This design comes from an exercise in tuning for small area, a short achievable clock period and few clock cycles per item on the open sky130 flow, not from production work. In this exercise RTL edits were held to simulation tests only and were not proved equivalent to the original. Power is estimated from default activity; no workload was simulated.

==> inputs of run Y <==
// geohash_enc
module geohash_enc (
    input  wire        clk,
    input  wire        rst,
    input  wire        in_valid,
    output wire        in_ready,
    input  wire [63:0] in_lat,
    input  wire [63:0] in_lng,
    input  wire [6:0]  in_bits,
    output wire        out_valid,
    input  wire        out_ready,
    output wire [63:0] out_hash
);
    reg         en;                         
    reg  [52:0] ma0, mg0;                   
    reg  [5:0]  na0, ng0;                   
    reg         ta0, tg0;                   
    reg         sa0, sg0, sla0, slg0, za0, zg0;
    reg  [6:0]  bits0;
    reg         v0, sdone, ir;
    reg  [36:0] DaA, DgA;
    reg  [5:0]  fa_A, fg_A;                 
    reg         c17a, c17g;
    reg  [6:0]  bitsA;
    reg         vA;
    reg  [43:0] YaB, YgB;
    reg  [6:0]  fa_B, fg_B;                 
    reg  [6:0]  bitsB;
    reg         vB;
    reg  [20:0] Ha, Hg;
    reg  [15:0] Lsa, Lsg;
    reg  [1:0]  cca, ccg;
    reg         cina, cing;
    reg  [2:0]  fa_C, fg_C;                 
    reg  [6:0]  bitsC;
  ...
Settings: LEC_CHECK=0, CAP_MARGIN=20, CORE_MARGIN=2, CORE_UTILIZATION=55, SETUP_SLACK_MARGIN=1.0, SLEW_MARGIN=20; clock period 17.0 ns.
run.sh (not shown) runs the stock make flow with config.mk's settings and CLKGATE_MAP_FILE= SYNTH_SCRIPT=/design/flow/synth_recipe.tcl, a recipe that flattens the netlist after the stock synthesis.
==> run R: changes against run Y <==
--- a/flow/design.v
+++ b/flow/design.v
@@ -57,37 +57,39 @@
     output wire [20:0] H,
     output wire [15:0] Ls,
     output wire [1:0]  c,
     output wire        cin
 );
     wire [11:0] y0 = Y[11:0], y1 = Y[23:12], y2 = Y[35:24];
     wire [7:0]  y3 = Y[43:36];
-    wire [12:0] p1 = y2 + y3;
-    wire [13:0] p0 = y1 + y2 + y3;
-    wire [14:0] sg = y0 + y1 + y2 + y3;      
+    wire [12:0] p1  = y2 + y3;
+    wire [13:0] p0  = y1 + p1;
+    wire [12:0] s01 = y0 + y1;
+    wire [14:0] sg  = s01 + p1;              
     assign      c  = (sg >= 15'd12285) ? 2'd3 : (sg >= 15'd8190) ? 2'd2 :
                      (sg >= 15'd4095) ? 2'd1 : 2'd0;
     wire r0  = (sg == 15'd0) || (sg == 15'd4095) || (sg == 15'd8190) ||
                (sg == 15'd12285);
     wire r44 = (sg == 15'd4004) || (sg == 15'd8099) || (sg == 15'd12194);
-    assign H   = {y3, 12'd0} + {8'd0, p1};
+    wire        neg = sv && (y1 == 12'd0) && (y2 == 12'd0) && (y3 == 8'd0);
+    assign H   = neg ? 21'h1FFFF0 : {y3, 12'd0} + {8'd0, p1};
     assign Ls  = {2'b00, p0} - {15'd0, sv};
     wire crs = r44 && (qhi ? lo1h : lo1);
     assign cin = sv ? !(r0 && loz) : crs;
 endmodule
 module ghe_fin (
     input  wire [20:0] H,
     input  wire [15:0] Ls,
     input  wire [1:0]  c,
     input  wire        cin,
     input  wire        sv,
     input  wire        zero,
     output wire [31:0] code
 );
-    wire [31:0] Qa = {H[19:0], 12'd0} + {{16{Ls[15]}}, Ls} + {30'd0, c}
+    wire [31:0] Qa = {H[19:0], 12'd0} + {16'd0, Ls} + {30'd0, c}
                    + {31'd0, cin};
     wire [31:0] sm = sv ? ~Qa : Qa;
     assign code = zero ? 32'd0 : {~sm[31], sm[30:0]};
 endmodule
 module ghe_slow (
     input  wire        clk,
     input  wire        rst,
@@ -243,15 +245,14 @@
     output wire        out_valid,
     input  wire        out_ready,
     output wire [63:0] out_hash
 );
     reg         en;                         
     reg  [52:0] ma0, mg0;                   
     reg  [5:0]  na0, ng0;                   
-    reg         ta0, tg0;                   
     reg         sa0, sg0, sla0, slg0, za0, zg0;
     reg  [6:0]  bits0;
     reg         v0, sdone, ir;
     reg  [36:0] DaA, DgA;
     reg  [5:0]  fa_A, fg_A;                 
     reg         c17a, c17g;
     reg  [6:0]  bitsA;
@@ -260,15 +261,15 @@
     reg  [6:0]  fa_B, fg_B;                 
     reg  [6:0]  bitsB;
     reg         vB;
     reg  [20:0] Ha, Hg;
     reg  [15:0] Lsa, Lsg;
     reg  [1:0]  cca, ccg;
     reg         cina, cing;
-    reg  [2:0]  fa_C, fg_C;                 
+    reg  [1:0]  fa_C, fg_C;                 
     reg  [6:0]  bitsC;
     reg         vC;
     reg  [63:0] oq, kq;
     reg         ov, kv;
     function [2:0] cls;             
         input [10:0] ev;
         input [10:0] er;
@@ -276,18 +277,18 @@
             cls = {(ev > er) && (ev <= er + 11'd63),
                    (ev > er + 11'd63),
                    (ev < er - 11'd63)};
         end
     endfunction
     wire [2:0] ka = cls(in_lat[62:52], 11'h405);
     wire [2:0] kg = cls(in_lng[62:52], 11'h406);
-    wire [5:0] sha = ta0 ? 6'd63 : 6'd5 - na0;
-    wire [5:0] shg = tg0 ? 6'd63 : 6'd6 - ng0;
-    wire [5:0] dsa = na0 - 6'd5;
-    wire [5:0] dsg = ng0 - 6'd6;
+    wire [5:0] sha = na0;
+    wire [5:0] shg = ng0;
+    wire [5:0] dsa = 6'd0 - na0;
+    wire [5:0] dsg = 6'd0 - ng0;
     wire sla = sla0, slg = slg0;
     wire [36:0] Da, Dg;
     wire        c17a_n, c17g_n, loza, lozg, lo1a, lo1g, lo1ha, lo1hg;
     ghe_fadd u_aa (.sv(sa0), .mv(ma0), .n(sha), .D(Da), .c17(c17a_n),
         .loz(loza), .lo1(lo1a), .lo1h(lo1ha));
     ghe_fadd u_ag (.sv(sg0), .mv(mg0), .n(shg), .D(Dg), .c17(c17g_n),
         .loz(lozg), .lo1(lo1g), .lo1h(lo1hg));
@@ -310,23 +311,22 @@
     localparam [36:0] K31 = 37'd45 << 31;
     wire qhia = (DaA >= K31) || (c17a && DaA == K31 - 37'd1);
     wire qhig = (DgA >= K31) || (c17g && DgA == K31 - 37'd1);
     wire        sbusy, sfin;
     wire [31:0] sca, scg;
     wire        hold0 = v0 && (sla || slg) && !sdone;
     wire        inflight = (vA && (fa_A[5] || fg_A[5])) ||
-                           (vB && (fa_B[5] || fg_B[5])) ||
-                           (vC && (fa_C[2] || fg_C[2]));
+                           (vB && (fa_B[5] || fg_B[5]));
     wire        sstart = hold0 && !sbusy && !sfin && !inflight;
     ghe_slow u_slow (.clk(clk), .rst(rst), .start(sstart), .do_a(sla),
         .do_g(slg), .sa(sa0), .fra(ma0[51:0]), .da(dsa),
         .sg(sg0), .frg(mg0[51:0]), .dg(dsg), .busy(sbusy), .fin(sfin),
         .code_a(sca), .code_g(scg));
-    wire [31:0] ca2 = fa_C[2] ? sca : fca;
-    wire [31:0] cg2 = fg_C[2] ? scg : fcg;
+    wire [31:0] ca2 = fca;
+    wire [31:0] cg2 = fcg;
     wire [6:0]  bits2 = bitsC;
     reg [63:0] full;
     integer    i;
     always @* begin
         for (i = 0; i < 32; i = i + 1) begin
             full[2*i]     = ca2[i];
             full[2*i + 1] = cg2[i];
@@ -380,18 +380,16 @@
     end
     always @(posedge clk) begin
         if (en0) begin
             ma0   <= {in_lat[62:52] != 11'd0, in_lat[51:0]};
             mg0   <= {in_lng[62:52] != 11'd0, in_lng[51:0]};
             sa0   <= in_lat[63];
             sg0   <= in_lng[63];
-            na0   <= in_lat[57:52];
-            ng0   <= in_lng[57:52];
-            ta0   <= ka[0];
-            tg0   <= kg[0];
+            na0   <= ka[0] ? 6'd63 : 6'd5 - in_lat[57:52];
+            ng0   <= kg[0] ? 6'd63 : 6'd6 - in_lng[57:52];
             sla0  <= ka[2];
             slg0  <= kg[2];
             za0   <= ka[1];
             zg0   <= kg[1];
             bits0 <= in_bits;
         end
         if (en) begin
@@ -399,19 +397,28 @@
             c17a <= c17a_n; c17g <= c17g_n;
             fa_A <= {sla0, za0, sa0, lo1ha, lo1a, loza};
             fg_A <= {slg0, zg0, sg0, lo1hg, lo1g, lozg};
             bitsA <= bits0;
             YaB <= Ya;  YgB <= Yg;
             fa_B <= {qhia, fa_A}; fg_B <= {qhig, fg_A};
             bitsB <= bitsA;
-            Ha <= Ha_n;  Hg <= Hg_n;
-            Lsa <= Lsa_n; Lsg <= Lsg_n;
-            cina <= cina_n; cing <= cing_n;
-            cca <= cca_n; ccg <= ccg_n;
-            fa_C <= {fa_B[5:4], fa_B[3]}; fg_C <= {fg_B[5:4], fg_B[3]};
+            if (fa_B[5]) begin
+                Ha <= {1'b0, ~sca[31], sca[30:12]}; Lsa <= {4'd0, sca[11:0]};
+                cina <= 1'b0; cca <= 2'd0; fa_C <= 2'b00;
+            end else begin
+                Ha <= Ha_n; Lsa <= Lsa_n;
+                cina <= cina_n; cca <= cca_n; fa_C <= {fa_B[4], fa_B[3]};
+            end
+            if (fg_B[5]) begin
+                Hg <= {1'b0, ~scg[31], scg[30:12]}; Lsg <= {4'd0, scg[11:0]};
+                cing <= 1'b0; ccg <= 2'd0; fg_C <= 2'b00;
+            end else begin
+                Hg <= Hg_n; Lsg <= Lsg_n;
+                cing <= cing_n; ccg <= ccg_n; fg_C <= {fg_B[4], fg_B[3]};
+            end
             bitsC <= bitsB;
         end
         if (!ov || pop) begin
             if (kv) oq <= kq;
             else if (push) oq <= hash;
         end else if (push)
             kq <= hash;
CORE_UTILIZATION = 30   (was 55)
==> run E: changes against run Y <==
--- a/flow/design.v
+++ b/flow/design.v
@@ -65,29 +65,30 @@
     wire [13:0] p0 = y1 + y2 + y3;
     wire [14:0] sg = y0 + y1 + y2 + y3;      
     assign      c  = (sg >= 15'd12285) ? 2'd3 : (sg >= 15'd8190) ? 2'd2 :
                      (sg >= 15'd4095) ? 2'd1 : 2'd0;
     wire r0  = (sg == 15'd0) || (sg == 15'd4095) || (sg == 15'd8190) ||
                (sg == 15'd12285);
     wire r44 = (sg == 15'd4004) || (sg == 15'd8099) || (sg == 15'd12194);
-    assign H   = {y3, 12'd0} + {8'd0, p1};
+    wire        neg = sv && (y1 == 12'd0) && (y2 == 12'd0) && (y3 == 8'd0);
+    assign H   = neg ? 21'h1FFFF0 : {y3, 12'd0} + {8'd0, p1};
     assign Ls  = {2'b00, p0} - {15'd0, sv};
     wire crs = r44 && (qhi ? lo1h : lo1);
     assign cin = sv ? !(r0 && loz) : crs;
 endmodule
 module ghe_fin (
     input  wire [20:0] H,
     input  wire [15:0] Ls,
     input  wire [1:0]  c,
     input  wire        cin,
     input  wire        sv,
     input  wire        zero,
     output wire [31:0] code
 );
-    wire [31:0] Qa = {H[19:0], 12'd0} + {{16{Ls[15]}}, Ls} + {30'd0, c}
+    wire [31:0] Qa = {H[19:0], 12'd0} + {16'd0, Ls} + {30'd0, c}
                    + {31'd0, cin};
     wire [31:0] sm = sv ? ~Qa : Qa;
     assign code = zero ? 32'd0 : {~sm[31], sm[30:0]};
 endmodule
 module ghe_slow (
     input  wire        clk,
     input  wire        rst,
@@ -243,15 +244,14 @@
     output wire        out_valid,
     input  wire        out_ready,
     output wire [63:0] out_hash
 );
     reg         en;                         
     reg  [52:0] ma0, mg0;                   
     reg  [5:0]  na0, ng0;                   
-    reg         ta0, tg0;                   
     reg         sa0, sg0, sla0, slg0, za0, zg0;
     reg  [6:0]  bits0;
     reg         v0, sdone, ir;
     reg  [36:0] DaA, DgA;
     reg  [5:0]  fa_A, fg_A;                 
     reg         c17a, c17g;
     reg  [6:0]  bitsA;
@@ -276,18 +276,18 @@
             cls = {(ev > er) && (ev <= er + 11'd63),
                    (ev > er + 11'd63),
                    (ev < er - 11'd63)};
         end
     endfunction
     wire [2:0] ka = cls(in_lat[62:52], 11'h405);
     wire [2:0] kg = cls(in_lng[62:52], 11'h406);
-    wire [5:0] sha = ta0 ? 6'd63 : 6'd5 - na0;
-    wire [5:0] shg = tg0 ? 6'd63 : 6'd6 - ng0;
-    wire [5:0] dsa = na0 - 6'd5;
-    wire [5:0] dsg = ng0 - 6'd6;
+    wire [5:0] sha = na0;
+    wire [5:0] shg = ng0;
+    wire [5:0] dsa = 6'd0 - na0;
+    wire [5:0] dsg = 6'd0 - ng0;
     wire sla = sla0, slg = slg0;
     wire [36:0] Da, Dg;
     wire        c17a_n, c17g_n, loza, lozg, lo1a, lo1g, lo1ha, lo1hg;
     ghe_fadd u_aa (.sv(sa0), .mv(ma0), .n(sha), .D(Da), .c17(c17a_n),
         .loz(loza), .lo1(lo1a), .lo1h(lo1ha));
     ghe_fadd u_ag (.sv(sg0), .mv(mg0), .n(shg), .D(Dg), .c17(c17g_n),
         .loz(lozg), .lo1(lo1g), .lo1h(lo1hg));
@@ -380,18 +380,16 @@
     end
     always @(posedge clk) begin
         if (en0) begin
             ma0   <= {in_lat[62:52] != 11'd0, in_lat[51:0]};
             mg0   <= {in_lng[62:52] != 11'd0, in_lng[51:0]};
             sa0   <= in_lat[63];
             sg0   <= in_lng[63];
-            na0   <= in_lat[57:52];
-            ng0   <= in_lng[57:52];
-            ta0   <= ka[0];
-            tg0   <= kg[0];
+            na0   <= ka[0] ? 6'd63 : 6'd5 - in_lat[57:52];
+            ng0   <= kg[0] ? 6'd63 : 6'd6 - in_lng[57:52];
             sla0  <= ka[2];
             slg0  <= kg[2];
             za0   <= ka[1];
             zg0   <= kg[1];
             bits0 <= in_bits;
         end
         if (en) begin
CORE_UTILIZATION = 30   (was 55)
==> run H: changes against run Y <==
--- a/flow/design.v
+++ b/flow/design.v
@@ -52,43 +52,41 @@
     input  wire        sv,
     input  wire        loz,
     input  wire        lo1,
     input  wire        lo1h,
     input  wire        qhi,     
     output wire [20:0] H,
     output wire [15:0] Ls,
-    output wire [1:0]  c,
-    output wire        cin
+    output wire [2:0]  e
 );
     wire [11:0] y0 = Y[11:0], y1 = Y[23:12], y2 = Y[35:24];
     wire [7:0]  y3 = Y[43:36];
     wire [12:0] p1 = y2 + y3;
     wire [13:0] p0 = y1 + y2 + y3;
     wire [14:0] sg = y0 + y1 + y2 + y3;      
-    assign      c  = (sg >= 15'd12285) ? 2'd3 : (sg >= 15'd8190) ? 2'd2 :
+    wire [1:0]  c  = (sg >= 15'd12285) ? 2'd3 : (sg >= 15'd8190) ? 2'd2 :
                      (sg >= 15'd4095) ? 2'd1 : 2'd0;
     wire r0  = (sg == 15'd0) || (sg == 15'd4095) || (sg == 15'd8190) ||
                (sg == 15'd12285);
     wire r44 = (sg == 15'd4004) || (sg == 15'd8099) || (sg == 15'd12194);
     assign H   = {y3, 12'd0} + {8'd0, p1};
     assign Ls  = {2'b00, p0} - {15'd0, sv};
     wire crs = r44 && (qhi ? lo1h : lo1);
-    assign cin = sv ? !(r0 && loz) : crs;
+    wire cin = sv ? !(r0 && loz) : crs;
+    assign e   = {1'b0, c} + {2'b00, cin};
 endmodule
 module ghe_fin (
     input  wire [20:0] H,
     input  wire [15:0] Ls,
-    input  wire [1:0]  c,
-    input  wire        cin,
+    input  wire [2:0]  e,
     input  wire        sv,
     input  wire        zero,
     output wire [31:0] code
 );
-    wire [31:0] Qa = {H[19:0], 12'd0} + {{16{Ls[15]}}, Ls} + {30'd0, c}
-                   + {31'd0, cin};
+    wire [31:0] Qa = {H[19:0], 12'd0} + {{16{Ls[15]}}, Ls} + {29'd0, e};
     wire [31:0] sm = sv ? ~Qa : Qa;
     assign code = zero ? 32'd0 : {~sm[31], sm[30:0]};
 endmodule
 module ghe_slow (
     input  wire        clk,
     input  wire        rst,
     input  wire        start,
@@ -243,87 +241,87 @@
     output wire        out_valid,
     input  wire        out_ready,
     output wire [63:0] out_hash
 );
     reg         en;                         
     reg  [52:0] ma0, mg0;                   
     reg  [5:0]  na0, ng0;                   
-    reg         ta0, tg0;                   
     reg         sa0, sg0, sla0, slg0, za0, zg0;
     reg  [6:0]  bits0;
     reg         v0, sdone, ir;
     reg  [36:0] DaA, DgA;
     reg  [5:0]  fa_A, fg_A;                 
     reg         c17a, c17g;
     reg  [6:0]  bitsA;
     reg         vA;
     reg  [43:0] YaB, YgB;
     reg  [6:0]  fa_B, fg_B;                 
     reg  [6:0]  bitsB;
     reg         vB;
     reg  [20:0] Ha, Hg;
     reg  [15:0] Lsa, Lsg;
-    reg  [1:0]  cca, ccg;
-    reg         cina, cing;
+    reg  [2:0]  cina, cing;
     reg  [2:0]  fa_C, fg_C;                 
     reg  [6:0]  bitsC;
     reg         vC;
     reg  [63:0] oq, kq;
     reg         ov, kv;
-    function [2:0] cls;             
+    function [8:0] cls;             
         input [10:0] ev;
         input [10:0] er;
+        reg [10:0] eve;
+        reg [11:0] nf;
+        reg        fst, slw;
         begin
-            cls = {(ev > er) && (ev <= er + 11'd63),
-                   (ev > er + 11'd63),
-                   (ev < er - 11'd63)};
+            eve = (ev == 11'd0) ? 11'd1 : ev;
+            nf  = {1'b0, er} - {1'b0, eve};
+            fst = (ev <= er);
+            slw = (ev > er) && (ev <= er + 11'd63);
+            cls = {slw, !fst && !slw, 1'b0,
+                   slw ? ev[5:0] - er[5:0] :
+                   (nf[11:6] != 6'd0) ? 6'd63 : nf[5:0]};
         end
     endfunction
-    wire [2:0] ka = cls(in_lat[62:52], 11'h405);
-    wire [2:0] kg = cls(in_lng[62:52], 11'h406);
-    wire [5:0] sha = ta0 ? 6'd63 : 6'd5 - na0;
-    wire [5:0] shg = tg0 ? 6'd63 : 6'd6 - ng0;
-    wire [5:0] dsa = na0 - 6'd5;
-    wire [5:0] dsg = ng0 - 6'd6;
+    wire [8:0] ka = cls(in_lat[62:52], 11'h405);
+    wire [8:0] kg = cls(in_lng[62:52], 11'h406);
     wire sla = sla0, slg = slg0;
     wire [36:0] Da, Dg;
     wire        c17a_n, c17g_n, loza, lozg, lo1a, lo1g, lo1ha, lo1hg;
-    ghe_fadd u_aa (.sv(sa0), .mv(ma0), .n(sha), .D(Da), .c17(c17a_n),
+    ghe_fadd u_aa (.sv(sa0), .mv(ma0), .n(na0), .D(Da), .c17(c17a_n),
         .loz(loza), .lo1(lo1a), .lo1h(lo1ha));
-    ghe_fadd u_ag (.sv(sg0), .mv(mg0), .n(shg), .D(Dg), .c17(c17g_n),
+    ghe_fadd u_ag (.sv(sg0), .mv(mg0), .n(ng0), .D(Dg), .c17(c17g_n),
         .loz(lozg), .lo1(lo1g), .lo1h(lo1hg));
     wire [43:0] Ya, Yg;
     ghe_mul91 u_ba (.D(DaA), .c17(c17a), .Y(Ya));
     ghe_mul91 u_bg (.D(DgA), .c17(c17g), .Y(Yg));
     wire [20:0] Ha_n, Hg_n;
     wire [15:0] Lsa_n, Lsg_n;
-    wire [1:0]  cca_n, ccg_n;
-    wire        cina_n, cing_n;
+    wire [2:0]  cina_n, cing_n;
     ghe_dsum u_ca (.Y(YaB), .sv(fa_B[3]), .loz(fa_B[0]), .lo1(fa_B[1]),
-        .lo1h(fa_B[2]), .qhi(fa_B[6]), .H(Ha_n), .Ls(Lsa_n), .c(cca_n), .cin(cina_n));
+        .lo1h(fa_B[2]), .qhi(fa_B[6]), .H(Ha_n), .Ls(Lsa_n), .e(cina_n));
     ghe_dsum u_cg (.Y(YgB), .sv(fg_B[3]), .loz(fg_B[0]), .lo1(fg_B[1]),
-        .lo1h(fg_B[2]), .qhi(fg_B[6]), .H(Hg_n), .Ls(Lsg_n), .c(ccg_n), .cin(cing_n));
+        .lo1h(fg_B[2]), .qhi(fg_B[6]), .H(Hg_n), .Ls(Lsg_n), .e(cing_n));
     wire [31:0] fca, fcg;
-    ghe_fin u_da (.H(Ha), .Ls(Lsa), .c(cca), .cin(cina), .sv(fa_C[0]), .zero(fa_C[1]),
+    ghe_fin u_da (.H(Ha), .Ls(Lsa), .e(cina), .sv(fa_C[0]), .zero(fa_C[1]),
         .code(fca));
-    ghe_fin u_dg (.H(Hg), .Ls(Lsg), .c(ccg), .cin(cing), .sv(fg_C[0]), .zero(fg_C[1]),
+    ghe_fin u_dg (.H(Hg), .Ls(Lsg), .e(cing), .sv(fg_C[0]), .zero(fg_C[1]),
         .code(fcg));
     localparam [36:0] K31 = 37'd45 << 31;
     wire qhia = (DaA >= K31) || (c17a && DaA == K31 - 37'd1);
     wire qhig = (DgA >= K31) || (c17g && DgA == K31 - 37'd1);
     wire        sbusy, sfin;
     wire [31:0] sca, scg;
     wire        hold0 = v0 && (sla || slg) && !sdone;
     wire        inflight = (vA && (fa_A[5] || fg_A[5])) ||
                            (vB && (fa_B[5] || fg_B[5])) ||
                            (vC && (fa_C[2] || fg_C[2]));
     wire        sstart = hold0 && !sbusy && !sfin && !inflight;
     ghe_slow u_slow (.clk(clk), .rst(rst), .start(sstart), .do_a(sla),
-        .do_g(slg), .sa(sa0), .fra(ma0[51:0]), .da(dsa),
-        .sg(sg0), .frg(mg0[51:0]), .dg(dsg), .busy(sbusy), .fin(sfin),
+        .do_g(slg), .sa(sa0), .fra(ma0[51:0]), .da(na0),
+        .sg(sg0), .frg(mg0[51:0]), .dg(ng0), .busy(sbusy), .fin(sfin),
         .code_a(sca), .code_g(scg));
     wire [31:0] ca2 = fa_C[2] ? sca : fca;
     wire [31:0] cg2 = fg_C[2] ? scg : fcg;
     wire [6:0]  bits2 = bitsC;
     reg [63:0] full;
     integer    i;
     always @* begin
@@ -355,15 +353,15 @@
             vB    <= 1'b0;
             vC    <= 1'b0;
             ov    <= 1'b0;
             kv    <= 1'b0;
             sdone <= 1'b0;
         end else begin
             en <= !kv_n;
-            ir <= !kv_n && !(en0 ? (in_valid && (ka[2] || kg[2]))
+            ir <= !kv_n && !(en0 ? (in_valid && (ka[8] || kg[8]))
                                  : (hold0 && !sfin));
             if (en0) begin
                 v0    <= in_valid;
                 sdone <= 1'b0;
             end else if (sfin)
                 sdone <= 1'b1;
             if (en) begin
@@ -380,37 +378,34 @@
     end
     always @(posedge clk) begin
         if (en0) begin
             ma0   <= {in_lat[62:52] != 11'd0, in_lat[51:0]};
             mg0   <= {in_lng[62:52] != 11'd0, in_lng[51:0]};
             sa0   <= in_lat[63];
             sg0   <= in_lng[63];
-            na0   <= in_lat[57:52];
-            ng0   <= in_lng[57:52];
-            ta0   <= ka[0];
-            tg0   <= kg[0];
-            sla0  <= ka[2];
-            slg0  <= kg[2];
-            za0   <= ka[1];
-            zg0   <= kg[1];
+            na0   <= ka[5:0];
+            ng0   <= kg[5:0];
+            sla0  <= ka[8];
+            slg0  <= kg[8];
+            za0   <= ka[7];
+            zg0   <= kg[7];
             bits0 <= in_bits;
         end
         if (en) begin
             DaA <= Da;  DgA <= Dg;
             c17a <= c17a_n; c17g <= c17g_n;
             fa_A <= {sla0, za0, sa0, lo1ha, lo1a, loza};
             fg_A <= {slg0, zg0, sg0, lo1hg, lo1g, lozg};
             bitsA <= bits0;
             YaB <= Ya;  YgB <= Yg;
             fa_B <= {qhia, fa_A}; fg_B <= {qhig, fg_A};
             bitsB <= bitsA;
             Ha <= Ha_n;  Hg <= Hg_n;
             Lsa <= Lsa_n; Lsg <= Lsg_n;
             cina <= cina_n; cing <= cing_n;
-            cca <= cca_n; ccg <= ccg_n;
             fa_C <= {fa_B[5:4], fa_B[3]}; fg_C <= {fg_B[5:4], fg_B[3]};
             bitsC <= bitsB;
         end
         if (!ov || pop) begin
             if (kv) oq <= kq;
             else if (push) oq <= hash;
         end else if (push)
CORE_UTILIZATION = 30   (was 55)
==> comparison <==
Between run R and run H, the lower worst hold slack is in run H (gap 6.3 ps). Setup slack: run E > run R > run Y > run H. In run H the final area is larger than in run R, by about 3.6%. Between run R and run H, the lower sequential power is in run H (gap about 3%, measured against run H). Maximum frequency: run E > run R > run Y > run H. Against run Y, the sequential cell count of run R is lower by 4. Of run H and run R, run H has the higher die area (gap 3.7%, measured against run R). Non-clock buffer count: run R is lower than run Y (10). Critical path depth is the same in run Y and run H. Power: run Y > run E > run R > run H.
==> figures <==
|  | run R | run H | run Y | run E |
|---|---|---|---|---|
| Outcome | finished clean | finished clean | finished clean | finished clean |
| R2R Setup Slk | 11370 ps | 11080 ps | 11080 ps | 11420 ps |
| Startpoint of the tightest hold check path | bitsB[3] | bitsA[1] | bits0[1] | bits0[3] |
| Simple-Gate Fraction of Synth Area | 14.6% | 13.3% | 14.4% | 14.6% |
| Power Total | 12.9 mW | 11.2 mW | 14.2 mW | 13.2 mW |
| Combinational Power Share | 65.2% | 59.4% | 66.6% | 65.1% |
| Timing-limited maximum frequency | 178 MHz | 162 MHz | 169 MHz | 179 MHz |
| Post-synthesis net count | 6995 | 7311 | 7701 | 7204 |
| Met3 routing resource usage after global routing | 3.07% | 2.80% | 7.39% | 2.65% |
| Drt via density | 5.46 | 5.52 | 6.55 | 5.58 |
| Number of tapcells | 2640 | 2688 | 1524 | 2688 |
| DRC marker count from the first detailed-route iteration | 5493 | 5189 | 7136 | 5761 |
| Final area over synthesized area | 1.124x | 1.122x | 1.094x | 1.121x |
| Leakage power figure | 26.8 nW | 28.2 nW | 28.6 nW | 27.1 nW |
| Data buffer area share | 3.89% | 3.62% | 3.86% | 3.78% |
| Number of stages on the worst setup path | 21 | 14 | 14 | 17 |
| Clock tree skew after final layout | 57.9 ps | 70.8 ps | 46.1 ps | 48.7 ps |
| Register cell area after layout | 0.0205 mm² | 0.0206 mm² | 0.0207 mm² | 0.0206 mm² |
| Sw Share | 47.0% | 45.3% | 47.9% | 47.6% |
| Vias in the first global route | 47.4k | 49.6k | 53.0k | 49.8k |
| Required time of the critical path | 17430 ps | 17470 ps | 17470 ps | 17470 ps |
Testbench counts of run Y, summed over its fixed seeds: cycles 3,030, items 3,000.
Testbench counts of run R, summed over its fixed seeds: cycles 3,030, items 3,000.
Testbench counts of run E, summed over its fixed seeds: cycles 3,030, items 3,000.
Testbench counts of run H, summed over its fixed seeds: cycles 3,030, items 3,000.

-- afterwards: timing with drivers on the ports --
No port has a modelled driver above. Below, the same layouts with a new extraction and two added sets of constraints. Step 1 assumes that a clkbuf_16 drives the clock port and a buf_2 every other input. Step 2, shift: input delay + t, output delay - t, t = (earliest + latest rising clock arrival at the registers) / 2. This alone moves slack from input paths to output paths. Three values: ideal ports, drivers, drivers and shift; two values: the first two.
| run | t, ns | slack for setup (ns) | hold slack, ns | slew at the worst register clock pin (ns) |
|---|---|---|---|---|
| run Y | 0.744 | 11.081 / 11.081 / 10.968 | 0.411 / 0.411 / 0.411 | 0.07 / 0.07 |
| run R | 0.756 | 11.370 / 11.370 / 10.918 | 0.411 / 0.411 / 0.411 | 0.07 / 0.07 |
| run E | 0.780 | 11.417 / 11.417 / 11.167 | 0.410 / 0.410 / 0.410 | 0.07 / 0.07 |
| run H | 0.784 | 10.830 / 10.890 / 10.106 | 0.405 / 0.405 / 0.405 | 0.07 / 0.07 |
After both steps every run listed still meets setup and hold. The setup slack of run H, which loses most, moves by +0.060 ns with the drivers and by -0.724 ns with both steps.
